Background: an optimization exercise with open tools, aiming at small area, a short achievable clock period and few clock cycles. Do not read the settings as production practice.
Function was not checked in any run shown here: the RTL went through the layout flow alone.
Power is estimated from default activity; no workload was simulated.

==> flow/design.v, too long to show whole: its modules and the start of the top module <==
// module psram_alu: 158 lines
// module psram_mul_cs: 2842 lines
module psram_alu (
  input             clk,
  input             rst,
  input             in_valid,
  output            in_ready,
  input      [31:0] in_cmd,
  input      [63:0] in_a,
  input      [63:0] in_b,
  input      [63:0] in_c,
  input             in_rnd,
  output reg        out_valid,
  output reg [63:0] out_result,
  output reg        out_illegal
);
  // ...
==> flow/flow/run.sh <==
#!/bin/bash
# Standard layout (the standard.sh: standard synthesis, ORFS place and
# route), with the timing repair steps asked to leave a setup margin so that
# they shorten the critical paths well below the 20 ns clock period.
# The clock period and constraints are unchanged.
set -o pipefail
export SETUP_SLACK_MARGIN=16
bash standard.sh > standard.log 2>&1
rc=$?
tail -50 standard.log
exit $rc
==> flow/standard.sh <==
#!/bin/bash
# synth_recipe.tcl (not shown) runs the flow's synth.tcl, then flattens the netlist and writes it again
# the make line also repeats each setting of config.mk as NAME=value (left out here)
make -C /OpenROAD-flow-scripts/flow DESIGN_CONFIG=/design/flow/config.mk WORK_HOME=/design/flow/orfs CLKGATE_MAP_FILE= SYNTH_SCRIPT=/design/flow/synth_recipe.tcl "${@:-finish}"
==> flow/config.mk <==
export PLATFORM = sky130hd
export DESIGN_NAME = psram_alu
export DESIGN_NICKNAME = psram_alu
export VERILOG_FILES = /design/flow/design.v
export SDC_FILE = /design/flow/constraint.sdc
export NUM_CORES = 4
export LEC_CHECK = 0
export ABC_AREA = 1
export CAP_MARGIN = 20
export CORE_MARGIN = 2
export CORE_UTILIZATION = 25
export PLACE_DENSITY = 0.35
export SLEW_MARGIN = 20
export TNS_END_PERCENT = 0
==> flow/constraint.sdc <==
create_clock -name core_clock -period 20.0 [get_ports {clk}]
set_input_delay 4.0000 -clock core_clock [delete_from_list [all_inputs] [get_ports {clk}]]
set_output_delay 4.0000 -clock core_clock [all_outputs]
set_load 0.01 [all_outputs]
==> metrics.cfg, run 1 <==
[outcome]
status=complete, no violations

[cells_and_area]
buffers=578
seq_cells=445
final_nets=7821
largest_cell_class=multi-input combinational cells
nonClkBufAreaFrac_pct=8.98
finish.instance_area_mm2=0.0616

[critical_path]
r2r_end=c2[24]$_DFF_P_
crit_path_start_kind=primary input

[clock_network]
numCtsBuffers=59
cts.clk_slew.worst_paths_ns=0.06

[yosys]
synthesis.nets=7645
yosysWarningCount=1
synth_xor_area_share_pct=11.7
synth_area_per_cell_um2=7.63
yosysTopAreaCell=fa_1

[sta]
final_hold_viol_count=0
max_freq_ghz=0.176
slew_headroom_pct=17.2
whs_ns=0.315
min_period_ns=5.68

[pwr]
internal_power_mw=3.77
p_leak_nw=27.7
sequentialPowerShare_pct=18.5
powerClk_mw=1.15

[placed_design]
place_congestion=0.964

[floorplan]
die_x_um=458
initial_core_util_pct=25.1

[routing]
ant_nets=0

==> module psram_alu, before the edit <==
module psram_alu (
  input             clk,
  input             rst,
  input             in_valid,
  output            in_ready,
  input      [31:0] in_cmd,
  input      [63:0] in_a,
  input      [63:0] in_b,
  input      [63:0] in_c,
  input             in_rnd,
  output reg        out_valid,
  output reg [63:0] out_result,
  output reg        out_illegal
);
  localparam OP_SAT     = 8'h01;
  localparam OP_SADD    = 8'h02;
  localparam OP_SSUB    = 8'h03;
  localparam OP_SMUL    = 8'h04;
  localparam OP_SSHL    = 8'h05;
  localparam OP_SSHR    = 8'h06;
  localparam OP_REQUANT = 8'h07;
  wire [7:0] op   = in_cmd[31:24];
  wire [1:0] wsel = in_cmd[7:6];
  wire [5:0] imm  = in_cmd[5:0];
  reg legal;
  always @(*) begin
    case (op)
      OP_SAT:     legal = (in_cmd & 32'hFF00FFC0) == 32'h01000000;
      OP_SADD:    legal = ((in_cmd & 32'hFF000F3F) == 32'h02000000) && (wsel != 2'd3);
      OP_SSUB:    legal = ((in_cmd & 32'hFF000F3F) == 32'h03000000) && (wsel != 2'd3);
      OP_SMUL:    legal = ((in_cmd & 32'hFF000F00) == 32'h04000000) && (wsel != 2'd3);
      OP_SSHL:    legal = ((in_cmd & 32'hFF000F3F) == 32'h05000000) && (wsel != 2'd3);
      OP_SSHR:    legal = ((in_cmd & 32'hFF000F3F) == 32'h06000000) && (wsel != 2'd3);
      OP_REQUANT: legal = ((in_cmd & 32'hFF00003F) == 32'h07000000) && (wsel != 2'd3);
      default:    legal = 1'b0;
    endcase
  end
  wire o_sat = (op == OP_SAT);
  wire o_add = (op == OP_SADD);
  wire o_sub = (op == OP_SSUB);
  wire o_mul = (op == OP_SMUL);
  wire o_shl = (op == OP_SSHL);
  wire o_shr = (op == OP_SSHR);
  wire o_rq  = (op == OP_REQUANT);
  wire [31:0] a_w = (wsel == 2'd0) ? {{24{in_a[7]}},  in_a[7:0]}  :
                    (wsel == 2'd1) ? {{16{in_a[15]}}, in_a[15:0]} : in_a[31:0];
  wire [31:0] b_w = (wsel == 2'd0) ? {{24{in_b[7]}},  in_b[7:0]}  :
                    (wsel == 2'd1) ? {{16{in_b[15]}}, in_b[15:0]} : in_b[31:0];
  wire [31:0] d_y = o_rq            ? in_b[31:0] :
                    o_shr           ? a_w :
                    (o_sat | o_shl) ? 32'd0 : b_w;
  wire [5:0] shr_n = (|in_b[63:6]) ? 6'd63 : in_b[5:0];
  wire [6:0] rq_n  = ((|in_c[63:7]) | (in_c[6] & in_c[5])) ? 7'd96 : in_c[6:0];
  wire [4:0] d_k   = (|in_b[63:5]) ? 5'd31 : in_b[4:0];
  wire [5:0] s_1   = o_mul ? imm : shr_n;         
  wire       d_snz = o_rq ? (|rq_n) : (o_mul | o_shr) & (|s_1);
  wire [6:0] d_amt = o_sat ? {1'b0, imm} : o_rq ? rq_n :
                     (o_mul | o_shr) ? ({1'b0, s_1} + 7'd32) :
                     o_shl ? (7'd32 - {2'b0, d_k}) : 7'd32;
  wire [6:0] h_rq  = rq_n - 7'd1;
  wire [5:0] h_1   = s_1 - 6'd1;
  wire       d_hhi = o_rq ? (h_rq[6] | h_rq[5]) : 1'b1;
  wire [5:0] d_hp  = o_rq ? {h_rq[6], h_rq[4:0]} : h_1;
  reg        v1, pass;
  reg [63:0] a1;
  reg [31:0] y1;
  reg        sat1, add1, sub1, mul1, shl1, shr1, rq1, legal1, rnd1, snz1, hhi1;
  reg [1:0]  wsel1;
  reg [6:0]  amt1;
  reg [5:0]  hp1;
  wire       take = ~(v1 & rq1 & ~pass);
  reg        rdy;
  assign in_ready = rdy;
  always @(posedge clk) begin
    if (rst) begin
      v1   <= 1'b0;
      pass <= 1'b0;
      rdy  <= 1'b1;
    end else begin
      pass <= ~take;
      if (take) v1 <= in_valid;
      rdy  <= ~take | ~(in_valid & legal & o_rq);
    end
    if (take) begin
      a1 <= in_a;    y1 <= d_y;
      sat1 <= legal & o_sat; add1 <= legal & o_add; sub1 <= legal & o_sub;
      mul1 <= legal & o_mul; shl1 <= legal & o_shl; shr1 <= legal & o_shr;
      rq1  <= legal & o_rq;  legal1 <= legal;
      rnd1 <= in_rnd; snz1 <= d_snz; hhi1 <= d_hhi;
      wsel1 <= wsel; amt1 <= d_amt; hp1 <= d_hp;
    end
  end
  wire [31:0] aw1 = (wsel1 == 2'd0) ? {{24{a1[7]}},  a1[7:0]}  :
                    (wsel1 == 2'd1) ? {{16{a1[15]}}, a1[15:0]} : a1[31:0];
  wire [32:0] x1 = rq1  ? (pass ? {a1[63], a1[63:32]} : {1'b0, a1[31:0]}) :
                   mul1 ? {aw1[31], aw1} :
                   sub1 ? {33{1'b1}} : 33'd1;
  wire        half_en = snz1 & (~rq1 | (hhi1 == pass));
  wire [64:0] r1 = sat1 ? {a1[63], a1} :
                   (add1 | sub1 | shl1) ? {{33{aw1[31]}}, aw1} :
                   half_en ? ({1'b0, 64'd1} << hp1) : 65'd0;
  wire [64:0] s1, c1;
  psram_mul_cs u_mul (.x(x1), .y(y1), .r(r1), .s(s1), .c(c1));
  reg        v2, sat2, rq2, pass2, legal2, tie2;
  reg [1:0]  wsel2;
  reg [6:0]  amt2;
  reg [64:0] s2, c2;
  always @(posedge clk) begin
    if (rst) v2 <= 1'b0;
    else     v2 <= v1;
    s2 <= s1; c2 <= c1;
    sat2 <= sat1; rq2 <= rq1; pass2 <= pass; legal2 <= legal1;
    tie2 <= rnd1 & snz1; wsel2 <= wsel1; amt2 <= amt1;
  end
  reg [64:0] vh3;
  reg [31:0] l3;
  wire        acc  = rq2 & pass2;
  wire [64:0] add3 = acc ? {{32{vh3[64]}}, vh3[64:32]} : 65'd0;
  wire [64:0] vsum = s2 + c2 + add3;
  reg        v3, sat3, legal3, tie3;
  reg [1:0]  wsel3;
  reg [6:0]  amt3;
  always @(posedge clk) begin
    if (rst) v3 <= 1'b0;
    else     v3 <= v2 & ~(rq2 & ~pass2);
    vh3 <= vsum;
    l3  <= acc ? vh3[31:0] : 32'd0;
    sat3 <= sat2; legal3 <= legal2; tie3 <= tie2; wsel3 <= wsel2; amt3 <= amt2;
  end
  wire [96:0] v97  = {vh3, l3};
  wire        sgn  = vh3[64];
  wire [94:0] sh6 = amt3[6] ? {{62{sgn}}, v97[96:64]} : v97[94:0];
  wire [62:0] sh5 = amt3[5] ? sh6[94:32] : sh6[62:0];
  wire [46:0] sh4 = amt3[4] ? sh5[62:16] : sh5[46:0];
  wire [38:0] sh3 = amt3[3] ? sh4[46:8]  : sh4[38:0];
  wire [34:0] sh2 = amt3[2] ? sh3[38:4]  : sh3[34:0];
  wire [32:0] sh1 = amt3[1] ? sh2[34:2]  : sh2[32:0];
  wire [31:0] fsh = amt3[0] ? sh1[32:1]  : sh1[31:0];
  wire [96:0] lo_m = {97{1'b1}} << amt3;
  wire        tie  = tie3 & ~|(v97 & ~lo_m);
  wire [31:0] q    = {fsh[31:1], fsh[0] & ~tie};
  wire        hi_ok = ~|((vh3 ^ {65{sgn}}) & lo_m[64:0]);
  wire [31:0] fd    = fsh ^ {32{sgn}};
  wire        ok    = hi_ok & (sat3 | ((wsel3 == 2'd0) ? ~|fd[31:7] :
                                       (wsel3 == 2'd1) ? ~|fd[31:15] : ~fd[31]));
  wire [63:0] t   = vh3[63:0];
  wire [63:0] d   = sat3 ? t : {{32{sgn}}, q};
  wire [63:0] m   = sat3 ? lo_m[63:0] :                
                    (wsel3 == 2'd0) ? {{57{1'b1}}, 7'd0} :
                    (wsel3 == 2'd1) ? {{49{1'b1}}, 15'd0} : {{33{1'b1}}, 31'd0};
  wire [63:0] result = {64{legal3}} & (ok ? d : ~(m ^ {64{sgn}}));
  always @(posedge clk) begin
    if (rst) out_valid <= 1'b0;
    else     out_valid <= v3;
    out_result  <= result;
    out_illegal <= ~legal3;
  end
endmodule
==> run 2, diff against run 1 <==
--- a/flow/design.v
+++ b/flow/design.v
@@ -121,3 +121,3 @@
   reg [1:0]  wsel3;
-  reg [6:0]  amt3;
+  reg [6:0]  amt3, thr3;
   always @(posedge clk) begin
@@ -128,2 +128,3 @@
     sat3 <= sat2; legal3 <= legal2; tie3 <= tie2; wsel3 <= wsel2; amt3 <= amt2;
+    thr3 <= amt2 + (sat2 ? 7'd32 : (wsel2 == 2'd0) ? 7'd7 : (wsel2 == 2'd1) ? 7'd15 : 7'd31);
   end
@@ -141,6 +142,3 @@
   wire [31:0] q    = {fsh[31:1], fsh[0] & ~tie};
-  wire        hi_ok = ~|((vh3 ^ {65{sgn}}) & lo_m[64:0]);
-  wire [31:0] fd    = fsh ^ {32{sgn}};
-  wire        ok    = hi_ok & (sat3 | ((wsel3 == 2'd0) ? ~|fd[31:7] :
-                                       (wsel3 == 2'd1) ? ~|fd[31:15] : ~fd[31]));
+  wire        ok   = ~|((v97 ^ {97{sgn}}) & ({97{1'b1}} << thr3));
   wire [63:0] t   = vh3[63:0];
==> run 2 against run 1 <==
Synthesized cell count is 4.9% higher; clock skew is 0.013 ns lower; maximum frequency is 5.7% higher; clock power is 6% lower; first-iteration DRC count is 15% higher; synthesized area is 2.5% higher; global-route usage is 0.90 points higher; die area is 2.5% higher; largest power group unchanged.
==> metrics.cfg, run 2 <==
[floorplan]
initial_core_util_pct=25.2  ; was 25.1%
rows=168  ; was 166
die_x_um=463  ; was 458 µm
core-area_mm2=0.210  ; was 0.205 mm²
die-area_mm2=0.215  ; was 0.209 mm²
die_h_um=463  ; was 458 µm
pin_count=295  ; unchanged

[sta]
period_share_pct=26.9  ; was 28.4%
finalMaxSlewViolations=0  ; unchanged
worstMarginPinSlew_ns=1.17  ; was 1.23 ns
slew_headroom_pct=21.5  ; was 17.2%
rsz0062_at_grt=yes  ; unchanged
setup_viol=0  ; unchanged
max_freq_ghz=0.186  ; was 0.176 GHz
whs_ns=0.331  ; was 0.315 ns
setup-tns-final_ns=0  ; unchanged
layout_setup_ws_ns=14.62  ; was 14.32 ns
final_hold_viol_count=0  ; unchanged
fin_skew_ns=0.0378  ; was 0.0506 ns
min_period_ns=5.38  ; was 5.68 ns

[global_route]
grt_overflow=0  ; unchanged
grt.total_usage_pct=26.7  ; was 25.8%
grt_max_degree=82  ; was 83
antenna_found_initial=17  ; was 16
grt_pass1_vias=53200  ; was 50600
grt_pass1_wl_um=412000  ; was 389000 µm

[clock_network]
cts.path.max_buffers=3  ; unchanged
clock-sinks=452  ; was 445
cts.clk_slew.worst_paths_ns=0.06  ; about the same
numCtsBuffers=59  ; unchanged
cts_tree=done  ; unchanged
htree_levels=2  ; unchanged
worstSkewPairLatency_ns=0.73  ; was 0.71 ns
cts-root-buf=clkbuf_16  ; unchanged

[routing]
drc=0  ; unchanged
routedWlPerCell_um=29.4  ; was 29.0 µm
drt-vias-per-instance=5.18  ; was 5.16
drtIter0Drc=5112  ; was 4439
ant_nets=0  ; unchanged
wl_um=299000  ; was 280000 µm
dr.pass1.iters=6  ; unchanged
vias=52700  ; was 49800

[yosys]
synth_area_per_cell_um2=7.46  ; was 7.63 µm²
ys.flop_type=dfxtp_1  ; unchanged
synthTopCellsByArea=fa_1, dfxtp_1, xor2_1  ; unchanged
synth.mux.area_fraction_pct=0.0759  ; was 0.146%
synth_xor_area_share_pct=11.9  ; was 11.7%
seq_area_frac_synth_pct=19.5  ; was 19.7%
synth_top_area_share_pct=21.1  ; was 21.6%
yosysWarningCount=1  ; unchanged
synthCells=7070  ; was 6738
async_flop_share_pct=0  ; unchanged
syn_area_mm2=0.0527  ; was 0.0514 mm²
synth_top_family_by_area=adder cells  ; unchanged
synth_cell_types=49  ; was 69
synthesis.nets=7984  ; was 7645
synthTopCellsByCount=nand2_1, inv_1, xor2_1, nand3_1, nor2_1  ; was nand2_1, inv_1, xor2_1, fa_1, o22ai_1
synthAdderAreaFrac_pct=24.2  ; was 24.6%
synth_compound_area_share_pct=14.0  ; was 15.8%
ys_ff_latch=452  ; was 445
synth_simple_gate_area_share_pct=20.0  ; was 17.0%
synth.most_common_cell=nand2_1  ; unchanged
synth_edf_count=121  ; unchanged
yosysTopAreaCell=fa_1  ; unchanged

[pwr]
p_leak_nw=28.8  ; was 27.7 nW
pwr_density_cell_mw_per_mm2=129  ; was 132 mW/mm²
ir_worst_vdd_v=0.0000813  ; was 0.000118 V
power.total_mw=8.24  ; was 8.16 mW

[worst_hold_path]
hp-class=flip-flop to flip-flop  ; unchanged

[placed_design]
place_congestion=0.935  ; was 0.964
dp_hpwl_um=212000  ; was 205000 µm
place.port_buffers=286  ; unchanged
dp_cells=9865  ; was 9423
dpl_cell_area_mm2=0.0587  ; was 0.0574 mm²
post-place-ws_ns=12.26  ; was 12.54 ns

[cells_and_area]
drive_gt1_share_pct=11.4  ; was 9.55%
syn_to_final_growth_pct=21.1  ; was 19.9%
final_nets=8234  ; was 7821
top_regs=c2 (65), s2 (65), vh3 (65)  ; unchanged
fin_util_pct=30.5  ; was 30.1%
finish.instance_area_mm2=0.0639  ; was 0.0616 mm²
layout_common_cells=nand2_1, inv_1, xor2_1  ; unchanged
final_common_cell=nand2_1  ; unchanged
layout.cells.non_filler=10200  ; was 9655

[critical_path]
cpMostUsedCell=buf_4  ; unchanged
path_class=primary input to flip-flop  ; unchanged
crit_path_end_kind=flip-flop  ; unchanged
critical-path-slowest-cell=a22oi_2  ; was buf_4
path_cells=buf_6 > inv_2 > buf_4 > buf_4 > buf_4 > buf_4 > buf_4 > buf_4 > buf_4 > buf_4 > buf_4 > buf_4 > buf_4 > o21ai_2 > nand2_1 > a22oi_2  ; was buf_6 > inv_2 > buf_4 > buf_4 > buf_4 > buf_4 > buf_6 > buf_4 > buf_4 > buf_4 > buf_4 > buf_4 > buf_4 > buf_4 > buf_4 > buf_4 > buf_4 > buf_4 > buf_4 > o21ai_2
cp_slowest_stage_delay_ns=0.24  ; was 0.13 ns
cp.arrival_ns=5.88  ; was 6.24 ns
crit_fanout=2  ; unchanged
crit_path_start_kind=primary input  ; unchanged
cp.required_ns=20.50  ; was 20.56 ns

[outcome]
status=complete, no violations  ; unchanged

[flow_run]
maxCapViolations=0  ; unchanged

run 2: cell count changes after synthesis, sizes merged, moves of 35 or more:
cell,before,now
nand2,998,1142
o22ai,554,481
o21ai,357,392
nor2,524,615
a21oi,300,241
xor2,642,681
nand3,442,647
run 2: layer usage:
layer	share of wire (%)	vias to the layer above	wire [µm]	track usage [%]
met5	0.025	-	75	0
met4	6.1	10	18200	13.7
met3	7.3	606	22000	5.06
met2	45	2411	135000	42.7
met1	42	26200	124000	34.2
li1	-	23500	-	-
run 2: cell type report:
class,instances,area [µm²]
Sequential cell,452,10300
Timing Repair Buffer,652,6400
Clock buffer,78,1620
Timing Repair inverter,2,15.0
Multi-Input combinational cell,5203,38100
Antenna cell,11,27.5
Inverter,950,3660
Clock inverter,30,303
Tap cell,2805,3510
Fill cell,22800,146000
run 2: path summary, 6_finish.rpt:
kind,start,endpoint,slack (ns),cells past startpoint
max,in_b[24],y1[24]$_DFFE_PN_,14.62,16
min,legal2$_DFF_P_,legal3$_DFF_P_,0.33,0
max reg2reg,hp1[3]$_DFFE_PN_,c2[37]$_DFF_P_,14.63,10
min reg2reg,legal2$_DFF_P_,legal3$_DFF_P_,0.33,0
run 2: power breakdown:
group          internal, mW  total [mW]  switching, mW
sequential             1.23        1.52          0.290
clock                 0.611        1.08          0.468
combinational          1.91        5.64           3.73
run 2: critical path: cells and delay by family:
family | cells | cell delay (ns)
buffers and inverters | 13 | 1.46
and+or+nand+nor | 1 | 0.07
AOI/OAI and AO/OA | 2 | 0.35
run 2: cells by family (layout without fill, tap and decap cells):
group / after synthesis / after routing
AOI/OAI and AO/OA: 1268 / 1268
other: 0 / 11
buffers and inverters: 1421 / 1712
and+or+nand+nor: 2522 / 2528
adders and majority gates: 686 / 686
DFF: 452 / 452
muxes: 4 / 4
xor gates and xnor gates: 717 / 717
run 2: repair_timing:
item,4_1_cts,5_1_grt
setup endpoints to repair,341,379
gates resized for setup,628,211
hold buffers,0,0
cloned,20,10
pin swaps,116,101
buffers inserted,132,37

afterwards: timing with drivers on the ports:
How much do the figures lean on ideal ports? The routed layouts below were timed once more, with nothing changed but the port constraints. Step 1: set_driving_cell puts a clkbuf_16 on clk and a buf_2 on each other input, an assumption about the parent block. Step 2 adds t to the input delays and takes it off the output delays; t is the mean of the earliest and latest rising clock arrival at the registers after step 1. Input paths then give back, and output paths get back, about the clock's delay inside the block. a / b / c = ideal ports / drivers / drivers and shift; a / b = the first two.
run | t, ns | slack for setup (ns) | hold WS [ns] | worst setup path at the end
run 1 | 0.780 | 14.316 / 14.306 / 13.590 | 0.315 / 0.315 / 0.315 | input to register
run 2 | 0.800 | 14.624 / 14.633 / 13.871 | 0.331 / 0.331 / 0.331 | input to register
After both steps every run listed still meets setup and hold. The setup slack of run 2, which loses most, moves by +0.009 ns with the drivers and by -0.753 ns with both steps.
